Background: an optimization exercise with open tools, aiming at small area, a short achievable clock period and few clock cycles per item. Do not read the settings as production practice.
In this exercise RTL edits were held to simulation tests only and were not proved equivalent to the original.

==> inputs of run M <==
Design brl_codec, start of the top module:
module brl_codec (
    input  wire        clk,
    input  wire        rst,         
    input  wire        cmd_valid,
    output wire        cmd_ready,
    input  wire [15:0] cmd,
    output reg         resp_valid,
    output reg  [15:0] resp,
    output wire        out_valid,
    input  wire        out_ready,
    output wire [7:0]  out_data,
    output wire        done,
    output wire        err
);
clock: 4.0 ns
lec_check: 0
cap_margin: 20
core_margin: 2
core_utilization: 60
cts_buf_list: sky130_fd_sc_hd__clkbuf_4
setup_slack_margin: 2.0
slew_margin: 20
standard.sh (not shown) runs the stock make flow with config.mk's settings and CLKGATE_MAP_FILE= SYNTH_SCRIPT=/design/flow/synth_recipe.tcl, a recipe that flattens the netlist after the stock synthesis.
==> flow/flow/run.sh <==
#!/bin/bash
# Layout flow: the standard flow (standard.sh, ORFS), except that the
# port buffers are sky130_fd_sc_hd__buf_4 instead of the default delay-cell
# buffer. Every input and output port still gets its own buffer.
set -euo pipefail
export BUFFER_PORTS_ARGS="-buffer_cell sky130_fd_sc_hd__buf_4"
bash standard.sh finish > standard.log 2>&1
==> run C (differences from run M) <==
--- a/flow/design.v
+++ b/flow/design.v
@@ -70,13 +70,12 @@
     reg       c_end;
     reg       c_resv;
     reg [7:0] c_imm;
     reg       e_act;         
     reg [2:0] e_k;           
     reg       e_o;           
-    reg       e_inv;         
     reg       e_n8;          
     reg       pend;          
     reg       fill;          
     reg       fill_end;      
     reg       blk;           
     reg       rdy;           
@@ -96,44 +95,44 @@
     wire d_mir   = zok && (op == 4'h7);
     wire d_rst   = zok && (op == 4'h5) && imm0;
     wire d_start = zok && (op == 4'h1) && (imm[7:2] == 6'd0);
     wire d_push  = zok && (op == 4'h2);
     wire d_eol   = zok && (op == 4'h3) && imm0;
     wire d_end   = zok && (op == 4'h4) && imm0;
-    wire d_resv  = !(d_rd || d_mir || d_rst || d_start || d_push || d_eol || d_end);
+    wire op0345  = (op == 4'h0) || (op == 4'h3) || (op == 4'h4) || (op == 4'h5);
+    wire d_resv  = !zok || op[3] || (op0345 && !imm0) ||
+                   ((op == 4'h1) && (imm[7:2] != 6'd0)) || ((op == 4'h6) && !rd_ok);
     wire ph_idle = (ph == PH_IDLE);
     wire ph_run  = (ph == PH_RUN);
     wire ph_flt  = ph[1];
     wire ln32    = ln[5];                  
     wire wp6     = wp[2] & wp[1];          
     wire wp5     = wp[2] & wp[0];          
     wire go      = rdy;
     wire any_c   = c_rd | c_mir | c_rst | c_start | c_push | c_eol | c_end | c_resv;
+    wire wp0     = (wp == 3'd0);
+    wire e_ill   = c_resv;
+    wire e_seq   = (c_start & !ph_idle) | ((c_push | c_end | c_eol) & !ph_run) |
+                   (c_eol & !dir);
+    wire e_len   = (c_push & !dir & ln32) | (c_end & !dir & !(ln32 & wp0));
     wire x_rst   = go & c_rst;
-    wire x_act   = go & !ph_flt & (c_start | c_push | c_eol | c_end | c_resv);
-    wire e_ill   = c_resv;
-    wire e_seq   = (c_start & !ph_idle) | ((c_push | c_end) & !ph_run) |
-                   (c_eol & !(ph_run & dir));
-    wire x_ok    = x_act & !e_ill & !e_seq;
-    wire e_lenp  = c_push & !dir & ln32;
-    wire e_lene  = c_end & !dir & !(ln32 & (wp == 3'd0));
-    wire x_start = x_ok & c_start;
-    wire x_write = x_ok & c_push & !ln32 & !wp6;                   
+    wire x_err   = go & !ph_flt & (e_ill | e_seq | e_len);
+    wire x_start = go & c_start & ph_idle;
+    wire x_write = go & c_push & ph_run & !ln32 & !wp6;             
     wire x_pushc = x_write & !dir & wp5;                            
-    wire x_eol   = x_ok & c_eol & !ln32;
+    wire x_eol   = go & c_eol & ph_run & dir & !ln32;
     wire x_eolc  = x_eol & wp6;                                     
-    wire x_endb  = x_ok & c_end & dir & !ln32;                      
-    wire x_enddn = x_ok & c_end & !e_lene & !x_endb;                
-    wire x_err   = x_act & (e_ill | e_seq | e_lenp | e_lene);
+    wire x_endb  = go & c_end & ph_run & dir & !ln32;               
+    wire x_enddn = go & c_end & ph_run & ln32 & (dir | wp0);        
     wire f_step  = fill & !pend & !blk;
     wire f_write = f_step & !wp6;
     wire f_comp6 = f_step & wp6;                                    
     wire f_compw = f_write & wp5;
     wire f_last  = fill_end & (ln == 6'd31);
     wire wr      = x_write | f_write;
-    wire [7:0] wdata = fill ? 8'h00 : c_imm;
+    wire [7:0] wdata = (fill ? 8'h00 : c_imm) ^ {8{~inv}};
     wire comp_w  = x_pushc | f_compw;             
     wire comp_s  = x_eolc | f_comp6;              
     wire comp    = comp_w | comp_s;
     wire f_done  = (f_compw | f_comp6) & (!fill_end | f_last);
     wire f_wpinc = f_write & !wp5;
     reg [1:0] n_ph;
@@ -161,13 +160,13 @@
             n_wp = wp + 3'd1;
         end
     end
     function [7:0] lbv;
         input [2:0] i;
         begin
-            lbv = (i < wp) ? pick(slot_oh(o, i), sl) : 8'h00;
+            lbv = (i < wp) ? (pick(slot_oh(o, i), sl) ^ {8{~inv}}) : 8'h00;
         end
     endfunction
     wire [8:0] ocnt = dir ? ({1'b0, ln, 2'b00} + {2'b00, ln, 1'b0}) : {ln, 3'b000};
     reg [8:0] rd_val;
     always @(*) begin
         if (c_imm[4])
@@ -180,39 +179,40 @@
         endcase
     end
     wire       n_rv   = (go & any_c & !x_endb) | (f_done & fill_end);
     wire [8:0] n_resp = (!fill && c_mir) ? {1'b0, rev8(c_imm)} :
                         (!fill && c_rd)  ? rd_val :
                         {1'b0, n_err, n_inv, n_dir, n_done, n_ph};
-    wire       f_inv  = e_act ? e_inv : inv;
-    wire [7:0] f_raw  = pick(slot_oh(~e_o, e_k), sl);       
-    wire [7:0] f_byte = (e_k[2] & e_k[1]) ? 8'h00 : (rev8(f_raw) ^ {8{~f_inv}});
+    wire [7:0] f_byte = rev8(pick(slot_oh(~e_o, e_k), sl));  
     wire ld_ok  = !ov_r || out_ready;
     wire e_last = e_n8 ? (e_k == 3'd7) : (e_k == 3'd5);
     wire e_fin  = e_act && ld_ok && e_last;
     wire e_free = !e_act || e_fin;
     wire dstart = comp_s && !e_act;
     wire ld     = (e_act || dstart) && ld_ok;
-    reg       n_e_act, n_e_o, n_e_inv, n_e_n8, n_pend;
+    reg       n_e_act, n_e_o, n_e_n8, n_pend;
     reg [2:0] n_e_k;
     always @(*) begin
-        n_e_act = e_act; n_e_k = e_k; n_e_o = e_o; n_e_inv = e_inv;
+        n_e_act = e_act; n_e_k = e_k; n_e_o = e_o;
         n_e_n8 = e_n8; n_pend = pend;
         if (e_fin) begin
-            n_e_act = 1'b0; n_e_k = 3'd0; n_e_o = o;
+            n_e_act = 1'b0; n_e_k = 3'd0;
+        end
+        if (!e_act || e_fin) begin
+            n_e_o = n_o;
         end else if (ld) begin
             n_e_k = e_k + 3'd1;
         end
         if (pend && e_free) begin
             n_e_act = 1'b1; n_e_k = 3'd0;
-            n_e_o = ~o; n_e_inv = inv; n_e_n8 = ~dir;
+            n_e_o = ~o; n_e_n8 = ~dir;
             n_pend = 1'b0;
         end else if (comp && e_free) begin
             n_e_act = 1'b1;
             n_e_k = (dstart && ld_ok) ? 3'd1 : 3'd0;
-            n_e_o = o; n_e_inv = inv; n_e_n8 = ~dir;
+            n_e_o = o; n_e_n8 = ~dir;
         end else if (comp) begin
             n_pend = 1'b1;
         end
     end
     wire n_fill = (fill & !f_done) | (x_eol & !wp6) | x_endb;
     wire n_fill_end = x_endb | (fill_end & !f_done);
@@ -226,13 +226,13 @@
         if (rst) begin
             ph <= PH_IDLE; dir <= 1'b0; inv <= 1'b0; done_r <= 1'b0;
             err_r <= E_NONE; wp <= 3'd0; ln <= 6'd0; o <= 1'b0;
             c_rd <= 1'b0; c_mir <= 1'b0; c_rst <= 1'b0; c_start <= 1'b0;
             c_push <= 1'b0; c_eol <= 1'b0; c_end <= 1'b0; c_resv <= 1'b0;
             e_act <= 1'b0; e_k <= 3'd0; e_o <= 1'b0;
-            e_inv <= 1'b0; e_n8 <= 1'b0; pend <= 1'b0;
+            e_n8 <= 1'b0; pend <= 1'b0;
             fill <= 1'b0; fill_end <= 1'b0; blk <= 1'b0; rdy <= 1'b1;
             ov_r <= 1'b0;
             resp_valid <= 1'b0;
         end else begin
             ph <= n_ph; dir <= n_dir; inv <= n_inv; done_r <= n_done;
             err_r <= n_err; wp <= n_wp; ln <= n_ln; o <= n_o;
@@ -244,13 +244,13 @@
                 c_push  <= cmd_valid && d_push;
                 c_eol   <= cmd_valid && d_eol;
                 c_end   <= cmd_valid && d_end;
                 c_resv  <= cmd_valid && d_resv;
             end
             e_act <= n_e_act; e_k <= n_e_k; e_o <= n_e_o;
-            e_inv <= n_e_inv; e_n8 <= n_e_n8; pend <= n_pend;
+            e_n8 <= n_e_n8; pend <= n_pend;
             fill <= n_fill; fill_end <= n_fill_end; blk <= n_blk; rdy <= n_rdy;
             ov_r <= ld || (ov_r && !out_ready);
             resp_valid <= n_rv;
         end
     end
     wire [5:0] wsel = slot_oh(o, wp) & {6{wr}};
@@ -258,11 +258,11 @@
     always @(posedge clk) begin
         if (rdy)
             c_imm <= imm;
         for (s = 0; s < 6; s = s + 1)
             if (wsel[s])
                 sl[8*s +: 8] <= wdata;
-        if (ld)
+        if (!(ov_r && !out_ready))
             od_r <= f_byte;
         resp <= {7'd0, n_resp};
     end
 endmodule
==> flow/flow/run.sh (replaced) <==
#!/bin/bash
# Layout flow: the standard flow (standard.sh, ORFS), except that the
# port buffers are sky130_fd_sc_hd__buf_2 instead of the default delay-cell
# buffer. Every input and output port still gets its own buffer.
set -euo pipefail
export BUFFER_PORTS_ARGS="-buffer_cell sky130_fd_sc_hd__buf_2"
bash standard.sh finish > standard.log 2>&1
==> flow/config.mk (replaced) <==
export PLATFORM = sky130hd
export DESIGN_NAME = brl_codec
export DESIGN_NICKNAME = brl_codec
export VERILOG_FILES = /design/flow/design.v
export SDC_FILE = /design/flow/constraint.sdc
export NUM_CORES = 4
export LEC_CHECK = 0
export ABC_AREA = 1
export CAP_MARGIN = 20
export CORE_MARGIN = 2
export CORE_UTILIZATION = 60
export CTS_BUF_LIST = sky130_fd_sc_hd__clkbuf_8
export SETUP_SLACK_MARGIN = 2.1
export SLEW_MARGIN = 20
==> run R (differences from run M) <==
--- a/flow/design.v
+++ b/flow/design.v
@@ -96,37 +96,37 @@
     wire d_mir   = zok && (op == 4'h7);
     wire d_rst   = zok && (op == 4'h5) && imm0;
     wire d_start = zok && (op == 4'h1) && (imm[7:2] == 6'd0);
     wire d_push  = zok && (op == 4'h2);
     wire d_eol   = zok && (op == 4'h3) && imm0;
     wire d_end   = zok && (op == 4'h4) && imm0;
-    wire d_resv  = !(d_rd || d_mir || d_rst || d_start || d_push || d_eol || d_end);
+    wire op0345  = (op == 4'h0) || (op == 4'h3) || (op == 4'h4) || (op == 4'h5);
+    wire d_resv  = !zok || op[3] || (op0345 && !imm0) ||
+                   ((op == 4'h1) && (imm[7:2] != 6'd0)) || ((op == 4'h6) && !rd_ok);
     wire ph_idle = (ph == PH_IDLE);
     wire ph_run  = (ph == PH_RUN);
     wire ph_flt  = ph[1];
     wire ln32    = ln[5];                  
     wire wp6     = wp[2] & wp[1];          
     wire wp5     = wp[2] & wp[0];          
     wire go      = rdy;
     wire any_c   = c_rd | c_mir | c_rst | c_start | c_push | c_eol | c_end | c_resv;
+    wire wp0     = (wp == 3'd0);
+    wire e_ill   = c_resv;
+    wire e_seq   = (c_start & !ph_idle) | ((c_push | c_end | c_eol) & !ph_run) |
+                   (c_eol & !dir);
+    wire e_len   = (c_push & !dir & ln32) | (c_end & !dir & !(ln32 & wp0));
     wire x_rst   = go & c_rst;
-    wire x_act   = go & !ph_flt & (c_start | c_push | c_eol | c_end | c_resv);
-    wire e_ill   = c_resv;
-    wire e_seq   = (c_start & !ph_idle) | ((c_push | c_end) & !ph_run) |
-                   (c_eol & !(ph_run & dir));
-    wire x_ok    = x_act & !e_ill & !e_seq;
-    wire e_lenp  = c_push & !dir & ln32;
-    wire e_lene  = c_end & !dir & !(ln32 & (wp == 3'd0));
-    wire x_start = x_ok & c_start;
-    wire x_write = x_ok & c_push & !ln32 & !wp6;                   
+    wire x_err   = go & !ph_flt & (e_ill | e_seq | e_len);
+    wire x_start = go & c_start & ph_idle;
+    wire x_write = go & c_push & ph_run & !ln32 & !wp6;             
     wire x_pushc = x_write & !dir & wp5;                            
-    wire x_eol   = x_ok & c_eol & !ln32;
+    wire x_eol   = go & c_eol & ph_run & dir & !ln32;
     wire x_eolc  = x_eol & wp6;                                     
-    wire x_endb  = x_ok & c_end & dir & !ln32;                      
-    wire x_enddn = x_ok & c_end & !e_lene & !x_endb;                
-    wire x_err   = x_act & (e_ill | e_seq | e_lenp | e_lene);
+    wire x_endb  = go & c_end & ph_run & dir & !ln32;               
+    wire x_enddn = go & c_end & ph_run & ln32 & (dir | wp0);        
     wire f_step  = fill & !pend & !blk;
     wire f_write = f_step & !wp6;
     wire f_comp6 = f_step & wp6;                                    
     wire f_compw = f_write & wp5;
     wire f_last  = fill_end & (ln == 6'd31);
     wire wr      = x_write | f_write;
@@ -180,28 +180,31 @@
         endcase
     end
     wire       n_rv   = (go & any_c & !x_endb) | (f_done & fill_end);
     wire [8:0] n_resp = (!fill && c_mir) ? {1'b0, rev8(c_imm)} :
                         (!fill && c_rd)  ? rd_val :
                         {1'b0, n_err, n_inv, n_dir, n_done, n_ph};
-    wire       f_inv  = e_act ? e_inv : inv;
     wire [7:0] f_raw  = pick(slot_oh(~e_o, e_k), sl);       
-    wire [7:0] f_byte = (e_k[2] & e_k[1]) ? 8'h00 : (rev8(f_raw) ^ {8{~f_inv}});
+    wire       f_pm   = ~e_inv & ~(e_k[2] & e_k[1]);
+    wire [7:0] f_byte = rev8(f_raw) ^ {8{f_pm}};
     wire ld_ok  = !ov_r || out_ready;
     wire e_last = e_n8 ? (e_k == 3'd7) : (e_k == 3'd5);
     wire e_fin  = e_act && ld_ok && e_last;
     wire e_free = !e_act || e_fin;
     wire dstart = comp_s && !e_act;
     wire ld     = (e_act || dstart) && ld_ok;
     reg       n_e_act, n_e_o, n_e_inv, n_e_n8, n_pend;
     reg [2:0] n_e_k;
     always @(*) begin
         n_e_act = e_act; n_e_k = e_k; n_e_o = e_o; n_e_inv = e_inv;
         n_e_n8 = e_n8; n_pend = pend;
         if (e_fin) begin
-            n_e_act = 1'b0; n_e_k = 3'd0; n_e_o = o;
+            n_e_act = 1'b0; n_e_k = 3'd0;
+        end
+        if (!e_act || e_fin) begin
+            n_e_o = n_o; n_e_inv = n_inv;
         end else if (ld) begin
             n_e_k = e_k + 3'd1;
         end
         if (pend && e_free) begin
             n_e_act = 1'b1; n_e_k = 3'd0;
             n_e_o = ~o; n_e_inv = inv; n_e_n8 = ~dir;
@@ -258,11 +261,11 @@
     always @(posedge clk) begin
         if (rdy)
             c_imm <= imm;
         for (s = 0; s < 6; s = s + 1)
             if (wsel[s])
                 sl[8*s +: 8] <= wdata;
-        if (ld)
+        if (!(ov_r && !out_ready))
             od_r <= f_byte;
         resp <= {7'd0, n_resp};
     end
 endmodule
==> flow/config.mk (replaced) <==
export PLATFORM = sky130hd
export DESIGN_NAME = brl_codec
export DESIGN_NICKNAME = brl_codec
export VERILOG_FILES = /design/flow/design.v
export SDC_FILE = /design/flow/constraint.sdc
export NUM_CORES = 4
export LEC_CHECK = 0
export ABC_AREA = 1
export CAP_MARGIN = 20
export CORE_MARGIN = 2
export CORE_UTILIZATION = 60
export CTS_BUF_LIST = sky130_fd_sc_hd__clkbuf_4
export SETUP_SLACK_MARGIN = 2.1
export SLEW_MARGIN = 20
==> notes <==
Against run M, the utilization of run C is lower by 6.7 points.
Die area, lowest first: run R, run M, run C.
The lowest synthesized cell count belongs to run M, the highest to run R.
First-iteration DRC count, lowest first: run R, run C, run M.
Between run C and run M, the lower cell count is in run M (gap 16%, measured against run M).
Run C produced a clean layout. Run M completed with no timing, DRC or antenna violations. Run R completed without violations.
The highest non-clock buffer count belongs to run M, the lowest to run R.
In run R the maximum frequency is larger than in run C, by 3.1%.
Clock skew, lowest first: run C, run M, run R.
Testbench counts of run M, summed over its fixed seeds: cycles 8,800, frames 32.
Testbench counts of run C, summed over its fixed seeds: cycles 8,800, frames 32.
Testbench counts of run R, summed over its fixed seeds: cycles 8,800, frames 32.

## re-timing with driven ports
How much do the figures lean on ideal ports? The routed layouts below were timed once more, with nothing changed but the port constraints.
Step 1: set_driving_cell puts a clkbuf_16 on clk and a buf_2 on each other input, an assumption about the parent block.
Step 2, shift: input delay + t, output delay - t, t = (earliest + latest rising clock arrival at the registers) / 2. This alone moves slack from input paths to output paths.
Three values: ideal, step 1, step 2; two values: the first two.
| run | shift t [ns] | slack for setup (ns) | worst setup path at the end | worst data-port slew with drivers (ns) | cell pins on the clock port's net |
|---|---|---|---|---|---|
| run M | 0.553 | 1.959 / 1.959 / 1.421 | input to register | 0.04 | 1 |
| run C | 0.413 | 1.993 / 1.993 / 1.901 | input to register | 0.04 | 1 |
| run R | 0.538 | 2.053 / 2.053 / 1.865 | input to register | 0.04 | 1 |
After both steps every run listed still meets setup and hold. The setup slack of run M, which loses most, moves by 0.000 ns with the drivers and by -0.538 ns with both steps.
